This is an optimization exercise on Yosys and OpenROAD, whose aim is small area, a short achievable clock period and few clock cycles, not a production implementation. Only the layout flow was run in this run; the RTL was not checked for function there. Power is estimated from default activity; no workload was simulated.

==> design.v <==
module ota_core (
    input  wire        clk,
    input  wire        rst,
    input  wire        cmd_valid,
    output reg         cmd_ready,
    input  wire [2:0]  cmd_op,
    input  wire [31:0] cmd_arg,
    input  wire        in_valid,
    output reg         in_ready,
    input  wire [7:0]  in_data,
    output reg         rsp_valid,
    output reg  [31:0] rsp_data,
    output reg         out_valid,
    output reg  [7:0]  out_data,
    output reg         dict_we,
    output reg  [10:0] dict_waddr,
    output reg  [7:0]  dict_wdata,
    output reg  [10:0] dict_raddr,
    input  wire [7:0]  dict_rdata
);
    localparam [31:0] MAGIC_DEFAULT = 32'h45535033;
    localparam [2:0] OP_CFG_MAGIC = 3'd1;
    localparam [2:0] OP_START     = 3'd2;
    localparam [2:0] OP_POLL      = 3'd3;
    localparam [2:0] OP_PROGRESS  = 3'd4;
    localparam [2:0] OP_VERIFY    = 3'd5;
    localparam [2:0] OP_RELEASE   = 3'd6;
    localparam [31:0] RES_INPROGRESS = 32'd0;
    localparam [31:0] RES_DONE       = 32'd1;
    localparam [31:0] ERR_HDR_LENGTH = -32'sd8;
    localparam [31:0] ERR_HDR_MAGIC  = -32'sd9;
    localparam [31:0] ERR_CHECKSUM   = -32'sd10;
    localparam [31:0] ERR_DOWNLOAD   = -32'sd11;
    localparam [2:0] ST_IDLE      = 3'd0;
    localparam [2:0] ST_HEADER    = 3'd1;
    localparam [2:0] ST_FILE      = 3'd2;
    localparam [2:0] ST_COMPLETED = 3'd3;
    localparam [2:0] ST_MAGIC     = 3'd4;
    localparam [2:0] ST_ERROR     = 3'd5;
    reg [2:0]  st;
    reg        err_is_len;
    reg [31:0] magic_cfg;
    reg [32:0] rem;              
    reg [31:0] written;          
    reg        wrapped;          
    reg        wr_inc;           
    reg [31:0] crc;
    reg [31:0] hdr_crc;
    reg [4:0]  hdr_fill;
    reg        len_ok, mag_ok, lborrow;
    reg [31:0] cl;               
    reg [7:0]  b0, b1;           
    reg        v0, v1;
    reg [30:0] bitq;             
    reg [4:0]  bitcnt;
    reg [1:0]  nopp;             
    reg        rd_act;           
    reg        a_lit;            
    reg [3:0]  cnt;              
    reg        last;             
    reg        dv;               
    reg        d_lit;            
    reg [10:0] dp;               
    reg        go;               
    reg [2:0]  op_r;             
    reg        busy;             
    reg  [31:0] crc_next;
    wire [7:0]  x = crc[7:0] ^ b0;
    always @* begin
        crc_next[0] = x[2] ^ crc[8];
        crc_next[1] = x[0] ^ x[3] ^ crc[9];
        crc_next[2] = x[0] ^ x[1] ^ x[4] ^ crc[10];
        crc_next[3] = x[1] ^ x[2] ^ x[5] ^ crc[11];
        crc_next[4] = x[0] ^ x[2] ^ x[3] ^ x[6] ^ crc[12];
        crc_next[5] = x[1] ^ x[3] ^ x[4] ^ x[7] ^ crc[13];
        crc_next[6] = x[4] ^ x[5] ^ crc[14];
        crc_next[7] = x[0] ^ x[5] ^ x[6] ^ crc[15];
        crc_next[8] = x[1] ^ x[6] ^ x[7] ^ crc[16];
        crc_next[9] = x[7] ^ crc[17];
        crc_next[10] = x[2] ^ crc[18];
        crc_next[11] = x[3] ^ crc[19];
        crc_next[12] = x[0] ^ x[4] ^ crc[20];
        crc_next[13] = x[0] ^ x[1] ^ x[5] ^ crc[21];
        crc_next[14] = x[1] ^ x[2] ^ x[6] ^ crc[22];
        crc_next[15] = x[2] ^ x[3] ^ x[7] ^ crc[23];
        crc_next[16] = x[0] ^ x[2] ^ x[3] ^ x[4] ^ crc[24];
        crc_next[17] = x[0] ^ x[1] ^ x[3] ^ x[4] ^ x[5] ^ crc[25];
        crc_next[18] = x[0] ^ x[1] ^ x[2] ^ x[4] ^ x[5] ^ x[6] ^ crc[26];
        crc_next[19] = x[1] ^ x[2] ^ x[3] ^ x[5] ^ x[6] ^ x[7] ^ crc[27];
        crc_next[20] = x[3] ^ x[4] ^ x[6] ^ x[7] ^ crc[28];
        crc_next[21] = x[2] ^ x[4] ^ x[5] ^ x[7] ^ crc[29];
        crc_next[22] = x[2] ^ x[3] ^ x[5] ^ x[6] ^ crc[30];
        crc_next[23] = x[3] ^ x[4] ^ x[6] ^ x[7] ^ crc[31];
        crc_next[24] = x[0] ^ x[2] ^ x[4] ^ x[5] ^ x[7];
        crc_next[25] = x[0] ^ x[1] ^ x[2] ^ x[3] ^ x[5] ^ x[6];
        crc_next[26] = x[0] ^ x[1] ^ x[2] ^ x[3] ^ x[4] ^ x[6] ^ x[7];
        crc_next[27] = x[1] ^ x[3] ^ x[4] ^ x[5] ^ x[7];
        crc_next[28] = x[0] ^ x[4] ^ x[5] ^ x[6];
        crc_next[29] = x[0] ^ x[1] ^ x[5] ^ x[6] ^ x[7];
        crc_next[30] = x[0] ^ x[1] ^ x[6] ^ x[7];
        crc_next[31] = x[1] ^ x[7];
    end
    wire active  = (st == ST_HEADER) || (st == ST_FILE) || (st == ST_COMPLETED);
    wire in_file = (st == ST_FILE);
    wire in_hdr  = (st == ST_HEADER);
    wire full_ok = bitq[30] ? (bitcnt >= 5'd9)  : (bitcnt >= 5'd16);
    wire part_ok = bitq[30] ? (bitcnt >= 5'd17) : (bitcnt >= 5'd24);
    wire tp      = (nopp != 2'd0) && full_ok;
    wire take    = tp && (!rd_act || last);
    wire [1:0] nopp_a = !full_ok ? 2'd0 :
                        take     ? {1'b0, nopp[1] && part_ok} :
                        (nopp[1] && !part_ok) ? 2'd1 : nopp;
    wire feed    = v0 && in_file && !nopp_a[1];
    wire ib_go   = v0 && (!in_file || !nopp_a[1]);
    wire cmd_fire = cmd_valid && cmd_ready;
    wire idle     = !go && !busy;    
    wire in_fire  = in_valid && in_ready;
    wire do_start = go && (op_r == OP_START) && !active;
    wire do_poll  = go && (op_r == OP_POLL);
    reg         took;
    wire        cl_eq0 = (cl == 32'd0);
    wire        cl_eq1 = (cl == 32'd1);
    wire        cl_eq2 = (cl == 32'd2);
    wire        more   = !(took ? cl_eq1 : cl_eq0);
    function [32:0] pfx_and;
        input [32:0] x;
        integer j, l;
        begin
            pfx_and = x;
            for (l = 0; l < 6; l = l + 1)
                for (j = 0; j < 33; j = j + 1)
                    if (j & (1 << l))
                        pfx_and[j] = pfx_and[j] & pfx_and[((j >> l) << l) - 1];
        end
    endfunction
    wire [32:0] cl_p  = pfx_and({1'b1, ~cl});
    wire [31:0] cl_z  = {cl_p[30:0], 1'b1};
    wire [32:0] rem_p = pfx_and(~rem);
    wire [32:0] rem_z = {rem_p[31:0], 1'b1};
    wire [32:0] wr_p  = pfx_and({1'b1, written});
    wire [31:0] wr_z  = {wr_p[30:0], 1'b1};
    wire poll_end = busy && !more && !v0 && !tp && !rd_act;
    wire       fwd     = wr_inc && (dp == written[10:0]);
    wire       wr_done = wrapped || (dp < written[10:0]);
    wire       s_lit   = d_lit;
    wire       s_fwd   = !d_lit && fwd;
    wire       s_ram   = !d_lit && !fwd && wr_done;
    wire       s_spc   = !d_lit && !fwd && !wr_done && (dp >= 11'd17);
    wire [7:0] dbyte   = ({8{s_lit}} & dp[7:0]) | ({8{s_fwd}} & out_data) |
                         ({8{s_ram}} & dict_rdata) | {2'b00, s_spc, 5'b00000};
    wire [38:0] ins   = {b0, 31'd0} >> bitcnt;
    wire [38:0] qx    = {bitq, 8'd0} | (feed ? ins : 39'd0);
    wire [30:0] q_n   = !take ? qx[38:8] : (bitq[30] ? qx[29:0] << 1 : qx[22:0] << 8);
    wire [4:0]  c_n   = !take ? (feed ? bitcnt + 5'd8 : bitcnt) :
                        bitq[30] ? (feed ? bitcnt - 5'd1 : bitcnt - 5'd9) :
                                   (feed ? bitcnt - 5'd8 : bitcnt - 5'd16);
    wire [7:0] rbyte = rem[8*hdr_fill[1:0] +: 8];
    wire [8:0] ldiff = {1'b0, rbyte} - {1'b0, (hdr_fill[1:0] == 2'd0) ? 8'd8 : {7'd0, lborrow}};
    wire v1_n   = (v1 && !ib_go) || (v0 && in_fire && !ib_go);
    wire more_n = in_fire ? !(took ? cl_eq2 : cl_eq1) : more;
    wire [31:0] written_n = written ^ ({32{wr_inc}} & wr_z);
    wire       r_wr  = (op_r == OP_PROGRESS) && active;
    reg  [4:0] r_code;
    always @* begin
        r_code = ERR_DOWNLOAD[4:0];
        if (busy) begin
            case (st)
            ST_HEADER:    r_code = RES_INPROGRESS[4:0];
            ST_COMPLETED: r_code = RES_DONE[4:0];
            ST_FILE:      r_code = (rem == 33'd20) ? RES_DONE[4:0] :
                                   (rem[32] || rem[31:0] < 32'd20) ? ERR_DOWNLOAD[4:0] :
                                   RES_INPROGRESS[4:0];
            ST_MAGIC:     r_code = ERR_HDR_MAGIC[4:0];
            ST_ERROR:     r_code = err_is_len ? ERR_HDR_LENGTH[4:0] : ERR_DOWNLOAD[4:0];
            default:      r_code = ERR_DOWNLOAD[4:0];
            endcase
        end else begin
            case (op_r)
            OP_CFG_MAGIC: r_code = active ? ERR_DOWNLOAD[4:0] : RES_DONE[4:0];
            OP_PROGRESS, OP_VERIFY: begin
                if (st == ST_MAGIC)
                    r_code = ERR_HDR_MAGIC[4:0];
                else if (st == ST_ERROR)
                    r_code = err_is_len ? ERR_HDR_LENGTH[4:0] : ERR_DOWNLOAD[4:0];
                else if (op_r == OP_VERIFY && st == ST_COMPLETED)
                    r_code = (~crc == hdr_crc) ? RES_DONE[4:0] : ERR_CHECKSUM[4:0];
                else
                    r_code = ERR_DOWNLOAD[4:0];
            end
            OP_RELEASE:   r_code = RES_DONE[4:0];
            default:      r_code = ERR_DOWNLOAD[4:0];
            endcase
        end
    end
    always @* begin
        rsp_data   = cl;
        dict_we    = out_valid;
        dict_wdata = out_data;
        dict_waddr = written[10:0];
    end
    always @(posedge clk) begin
        if (rst) begin
            st        <= ST_IDLE;
            cmd_ready <= 1'b1;
            go        <= 1'b0;
            busy      <= 1'b0;
            in_ready  <= 1'b0;
            magic_cfg <= MAGIC_DEFAULT;
            rsp_valid <= 1'b0;
            out_valid <= 1'b0;
            v0        <= 1'b0;
            v1        <= 1'b0;
            nopp      <= 2'd0;
            rd_act    <= 1'b0;
            dv        <= 1'b0;
        end else begin
            go        <= cmd_fire;
            rsp_valid <= go ? (op_r != OP_POLL) : poll_end;
            cmd_ready <= cmd_ready ? !cmd_valid : (go ? (op_r != OP_POLL) : poll_end);
            busy      <= busy ? !poll_end : do_poll;
            if (go && op_r == OP_CFG_MAGIC && !active)
                magic_cfg <= cl;
            if (do_start)
                st <= ST_HEADER;
            else if (go && op_r == OP_RELEASE)
                st <= ST_IDLE;
            else if (ib_go && in_hdr && hdr_fill == 5'd19)
                st <= (!len_ok || lborrow) ? ST_ERROR : (!mag_ok ? ST_MAGIC : ST_FILE);
            else if (poll_end && in_file && (rem == 33'd20))
                st <= ST_COMPLETED;
            else if (poll_end && in_file && (rem[32] || rem[31:0] < 32'd20))
                st <= ST_ERROR;
            if (cmd_fire)
                in_ready <= 1'b1;
            else
                in_ready <= (busy || do_poll) && more_n && !v1_n;
            v0 <= ib_go ? (v1 || in_fire) : (v0 || in_fire);
            v1 <= v1_n;
            if (do_start)
                nopp <= 2'd0;
            else if (in_file)
                nopp <= nopp_a + {1'b0, feed};
            rd_act    <= take || (rd_act && !last);
            dv        <= rd_act;
            out_valid <= dv;
        end
    end
    always @(posedge clk) begin
        if (idle)
            op_r <= cmd_op;
        if (idle)
            cl <= cmd_arg;
        else if ((go && !(op_r == OP_POLL || (op_r == OP_START && !active))) || poll_end)
            cl <= (go && r_wr) ? written_n : {{27{r_code[4]}}, r_code};
        else
            cl <= cl ^ ({32{took}} & cl_z);       
        took <= in_fire;
        if (ib_go || !v0)
            b0 <= v1 ? b1 : in_data;
        if (!v1)
            b1 <= in_data;
        if (poll_end && in_file)
            err_is_len <= 1'b0;
        if (do_start) begin
            rem      <= {1'b0, cl};
            crc      <= 32'hFFFFFFFF;
            hdr_fill <= 5'd0;
            len_ok   <= 1'b1;
            mag_ok   <= 1'b1;
            lborrow  <= 1'b0;
        end else begin
            if (ib_go && in_file)
                rem <= rem ^ rem_z;                              
            if (ib_go && in_hdr) begin
                hdr_fill <= hdr_fill + 5'd1;
                if (hdr_fill[4:2] == 3'd0) begin
                    len_ok  <= len_ok && (b0 == ldiff[7:0]);
                    lborrow <= ldiff[8];
                end
                if (hdr_fill[4:2] == 3'd1)
                    hdr_crc <= {b0, hdr_crc[31:8]};
                if (hdr_fill[4:2] == 3'd2)
                    mag_ok <= mag_ok && (b0 == magic_cfg[8*hdr_fill[1:0] +: 8]);
                if (hdr_fill >= 5'd8)
                    crc <= crc_next;
                if (hdr_fill == 5'd19)
                    err_is_len <= 1'b1;
            end else if (ib_go && in_file) begin
                crc <= crc_next;
            end
        end
        if (do_start) begin
            bitq   <= 31'd0;
            bitcnt <= 5'd0;
        end else begin
            bitq   <= q_n;
            bitcnt <= c_n;
        end
        if (take) begin
            a_lit      <= bitq[30];
            dict_raddr <= bitq[30] ? {3'd0, bitq[29:22]} : bitq[29:19] + 11'd17;
            cnt        <= bitq[18:15];
            last       <= bitq[30];
        end else begin
            a_lit      <= 1'b0;
            dict_raddr <= dict_raddr + 11'd1;
            cnt        <= cnt - 4'd1;
            last       <= (cnt == 4'd0);
        end
        d_lit    <= a_lit;
        dp       <= dict_raddr;
        out_data <= dbyte;
        written  <= do_start ? 32'd0 : written_n;
        wrapped  <= do_start ? 1'b0 : (wrapped || (wr_inc && written[10:0] == 11'd2047));
        wr_inc   <= dv;
    end
endmodule
==> flow/run.sh <==
#!/bin/bash
set -euo pipefail
bash standard.sh SETUP_SLACK_MARGIN=6.85 BUFFER_PORTS_ARGS=-buffer_cell\ sky130_fd_sc_hd__buf_2 finish > standard_flow.log 2>&1
==> standard.sh <==
#!/bin/bash
# synth_recipe.tcl (not shown) runs the flow's synth.tcl, then flattens the netlist and writes it again
# the make line also repeats each setting of config.mk as NAME=value (left out here)
make -C /OpenROAD-flow-scripts/flow DESIGN_CONFIG=/design/flow/config.mk WORK_HOME=/design/flow/orfs CLKGATE_MAP_FILE= SYNTH_SCRIPT=/design/flow/synth_recipe.tcl "${@:-finish}"
==> config.mk <==
export PLATFORM = sky130hd
export DESIGN_NAME = ota_core
export DESIGN_NICKNAME = ota_core
export VERILOG_FILES = /design/flow/design.v
export SDC_FILE = /design/flow/constraint.sdc
export NUM_CORES = 4
export LEC_CHECK = 0
export CAP_MARGIN = 20
export CORE_MARGIN = 2
export CORE_UTILIZATION = 45
export CTS_CLUSTER_DIAMETER = 100
export CTS_CLUSTER_SIZE = 24
export SLEW_MARGIN = 20
==> constraint.sdc <==
create_clock -name core_clock -period 10.0 [get_ports {clk}]
set_input_delay 2.0000 -clock core_clock [delete_from_list [all_inputs] [get_ports {clk}]]
set_output_delay 2.0000 -clock core_clock [all_outputs]
set_load 0.01 [all_outputs]
==> impl_metrics.env <==
export IMPL_status="timing/DRC/antenna clean"
export IMPL_num_rows=70
export IMPL_worstPathCellList="buf_2"
export IMPL_critPathTopFamily="flip-flops"
export IMPL_hold_start="dv$_SDFF_PP0_"
export IMPL_cts_htree_levels=1
export IMPL_wire_per_inst_um=20.6
export IMPL_fin_cells=2364
export IMPL_whs_path_depth=0
export IMPL_hold_class="flip-flop to flip-flop"
export IMPL_worst_setup_path_end_kind="output port"
export IMPL_vias_per_cell=5.77
export IMPL_start_util_pct=45.5
export IMPL_io_pins=130
export IMPL_hold_violations=0
export IMPL_avgSynthCellArea_um2=9.03
export IMPL_timing_max_cap_violations=0
export IMPL_gr_total_overflow=0
export IMPL_areaGrowthSynthToFinish_pct=9.82
export IMPL_min_to="wr_inc$_DFF_P_"
export IMPL_slowest_stage="dfxtp_2"
export IMPL_hold_worst_slack_ns=0.399
export IMPL_yosys_warnings=1
export IMPL_synth_compound_area_share_pct=14.4
export IMPL_path_buf_inv=1
export IMPL_post_dp_cell_area_um2=17400
export IMPL_regArea_um2=7110
export IMPL_placed_cells=2321
export IMPL_floorplan_die_area_um2=38400
export IMPL_clk_pin_slew_ns=0.10
export IMPL_fmax_ghz=0.320
export IMPL_cp_arrival_ns=1.13
export IMPL_postCtsHoldBufs=0
export IMPL_maxSlewHeadroom_pct=34.7
export IMPL_netlist_instances=1836
export IMPL_critPathMaxStageDelay_ns=0.42
export IMPL_cts_root_buffer="clkbuf_16"
export IMPL_ff2ff_path_depth=7
export IMPL_cts_inserted_buffers=17
export IMPL_antenna_left=0
export IMPL_fill_cells=3501
export IMPL_coreArea_um2=36400
export IMPL_critPathLaunchType="flip-flop"
export IMPL_clk_latency_ns=0.54
export IMPL_cts_tree="built"
export IMPL_syn_num_nets=1925
export IMPL_tns_ns=0
export IMPL_place_congestion=0.920
export IMPL_r2r_end="cl[22]$_DFF_P_"
export IMPL_synth_top_family_by_area="simple AND/OR/NAND/NOR gates"
export IMPL_fin_util_pct=49.9
export IMPL_finalWirelength_um=48800
export IMPL_cts_buffer_depth=3
export IMPL_r2r_slack_ns=6.96
export IMPL_final_area_um2=18200
export IMPL_die_y_um=196
export IMPL_powerDensity_nw_per_um2=199
export IMPL_r2r_start="wr_inc$_DFF_P_"
export IMPL_synthMuxAreaShare_pct=4.70
export IMPL_grt_usage_pct=25.2
export IMPL_drt_pre_antenna_iters=6
export IMPL_worstSetupPathType="flip-flop to output port"
export IMPL_synth_ff_type="dfxtp_1"
export IMPL_slew_viol_final=0
export IMPL_fin_nets=1975
export IMPL_drtIter0Drc=1103
export IMPL_multiInputGateArea_um2=8930
export IMPL_synth_xor_area_share_pct=11.9
export IMPL_p_leak_uw=0.00671
export IMPL_synth_area_um2=16600
export IMPL_drc=0
export IMPL_max_vdd_ir_drop_v=0.000101
export IMPL_min_period_ns=3.13
export IMPL_grt_pass1_wl_um=76500
export IMPL_ys_ff_latch=312
export IMPL_synth_cell_types=86
export IMPL_dpl_hpwl_um=34600
export IMPL_required_ns=8.00
export IMPL_synth_edf_count=75
export IMPL_tightest_slew_ns=0.973
export IMPL_grt_max_degree=84
export IMPL_rsz0062_at_grt="yes"
export IMPL_die_w_um=196
export IMPL_skew_ns=0.0270
export IMPL_antenna_found_initial=1
export IMPL_cts_sinks=312
export IMPL_finalSetupViolations=0
export IMPL_yosysSeqAreaShare_pct=42.2
export IMPL_fin_crit_sh_pct=31.3
export IMPL_ys_async_sr_fraction_pct=0
export IMPL_antenna_cells=0
export IMPL_synthAdderAreaFrac_pct=2.57
export IMPL_drive_above_1_share_pct=16.4
export IMPL_path_max_fanout=6
export IMPL_vias=13600
export IMPL_portBuffers=129
export IMPL_grt_pass1_vias=13200
export IMPL_yosys_area_share_simple_pct=19.5
[sequential cells by signal, summed over array words and instances (netlist names), 31 cells and up]
signal / count
rem: 33
bitq: 31
magic_cfg: 32
cl: 32
crc: 32
hdr_crc: 32
written: 32
[cell type report]
class | instances | area share (%)
multi-input combinational | 1347 | 49.0
clock inverter | 4 | 0.282
timing repair buffer | 155 | 4.76
inverter | 53 | 1.13
clock buffer | 25 | 2.50
tap | 468 | 3.22
sequential | 312 | 39.1
[layer usage]
layer | global-route usage [%] | share of wire [%] | vias up
li1 | - | - | 6549
met1 | 34.9 | 45 | 6569
met2 | 40.3 | 45 | 426
met3 | 3.58 | 6.0 | 88
met4 | 8.67 | 3.6 | 2
met5 | 0 | 0.027 | -
[cells in the final DEF (no fill, tap or decap), drive strengths merged, types with 34 or more instances in the layout]
master	count
o21ai	95
ha	34
nand2	224
dfxtp	237
inv	52
nor3	41
xnor2	164
a21oi	105
buf	155
nor2	147
edfxtp	75
nand3	55
xor2	61
[worst reg2reg max path: stages, from the launching register on]
cell,delay (ns)
dfxtp_1,0.41
nand4_1,0.36
or4_1,0.66
nor4b_2,0.76
nand3_1,0.20
xnor2_1,0.21
nand2_1,0.08
a221oi_1,0.25
[stage by stage]
step                worst slack (ns)  total power, µW
floorplan                       6.87             2530
global placement                6.22             2820
detailed placement              6.07             2830
CTS                             6.85             3630
global route                    6.79             3830
finish                          6.87             3620
[worst max path at each step]
stage	slack, ns	start	cells after the start	to
2_1_floorplan	6.87	hdr_fill[0]$_SDFFE_PP0P_	11	len_ok$_SDFFE_PP1P_
3_3_place_gp	6.22	bitcnt[0]$_SDFFE_PP0P_	9	cl[19]$_DFF_P_
3_5_place_dp	6.07	bitcnt[0]$_SDFFE_PP0P_	9	cl[19]$_DFF_P_
4_1_cts	6.85	dict_raddr[1]$_DFF_P_	1	dict_raddr[1]
5_1_grt	6.79	hdr_fill[0]$_SDFFE_PP0P_	12	len_ok$_SDFFE_PP1P_
6_report	6.87	cl[26]$_DFF_P_	1	rsp_data[26]
[power breakdown]
group	leakage, µW	switching, µW	internal [µW]
combinational	0.00380	593	513
sequential	0.00266	249	1490
clock	0.000248	440	341
[synthesized netlist by cell type, types with 7 or more instances]
cell | n | area share, %
and3_1 | 8 | 0.30
mux2i_1 | 16 | 0.97
buf_4 | 20 | 0.91
inv_1 | 49 | 1.1
nor3_1 | 38 | 1.1
a21o_1 | 9 | 0.41
or4_1 | 7 | 0.32
clkbuf_1 | 83 | 1.9
dfxtp_1 | 237 | 29
ha_1 | 34 | 2.6
xnor2_1 | 164 | 8.7
and2_1 | 31 | 1.2
a221oi_1 | 10 | 0.53
mux2_2 | 17 | 1.2
a31oi_1 | 9 | 0.34
edfxtp_1 | 75 | 14
nand3_1 | 55 | 1.7
mux4_2 | 19 | 2.6
nand2b_1 | 10 | 0.38
xor2_1 | 61 | 3.2
nor3b_1 | 9 | 0.41
o22ai_1 | 18 | 0.68
nor4_1 | 24 | 0.91
buf_2 | 14 | 0.42
or3_1 | 13 | 0.49
a211oi_1 | 20 | 0.91
a21oi_1 | 105 | 3.2
nor2b_1 | 24 | 0.91
o21ai_0 | 91 | 2.7
nand4_1 | 27 | 1.0
o211ai_1 | 29 | 1.3
nor2_1 | 146 | 3.3
nand2_1 | 224 | 5.1
nand3b_1 | 17 | 0.77
[cell families after synthesis]
| family | after synthesis |
|---|---|
| buf+inv | 179 |
| compound gates | 373 |
| simple gates | 661 |
| mux | 52 |
| flops | 312 |
| fa+ha+maj | 34 |
| xor+xnor | 225 |
[what timing repair did]
item / 4_1_cts / 5_1_grt
gates resized for setup: 61 / 26
pin swaps: 3 / 0
gates cloned: 2 / 0
setup endpoints to repair: 180 / 93
buffers inserted: 6 / 6

## separate check: timing with driven ports
How much do the figures lean on ideal ports? The routed layout below was timed once more, with nothing changed but the port constraints. Step 1 assumes that a clkbuf_16 drives the clock port and a buf_2 every other input. Step 2 also shifts input and output timing later by t, the mid clock arrival at the registers, as if the neighbouring blocks saw the same clock. a / b / c = ideal ports / drivers / drivers and shift; a / b = the first two.
t (ns): 0.575
setup slack, ns: 6.874 / 6.823 / 6.761
hold slack, ns: 0.399 / 0.399 / 0.399
worst slew at a driven data input, ns: 0.04
cell pins on the clock port's net: 1
After both steps this run still meets setup and hold. For this run, drivers alone change the setup slack by -0.051 ns; drivers and shift together by -0.113 ns.
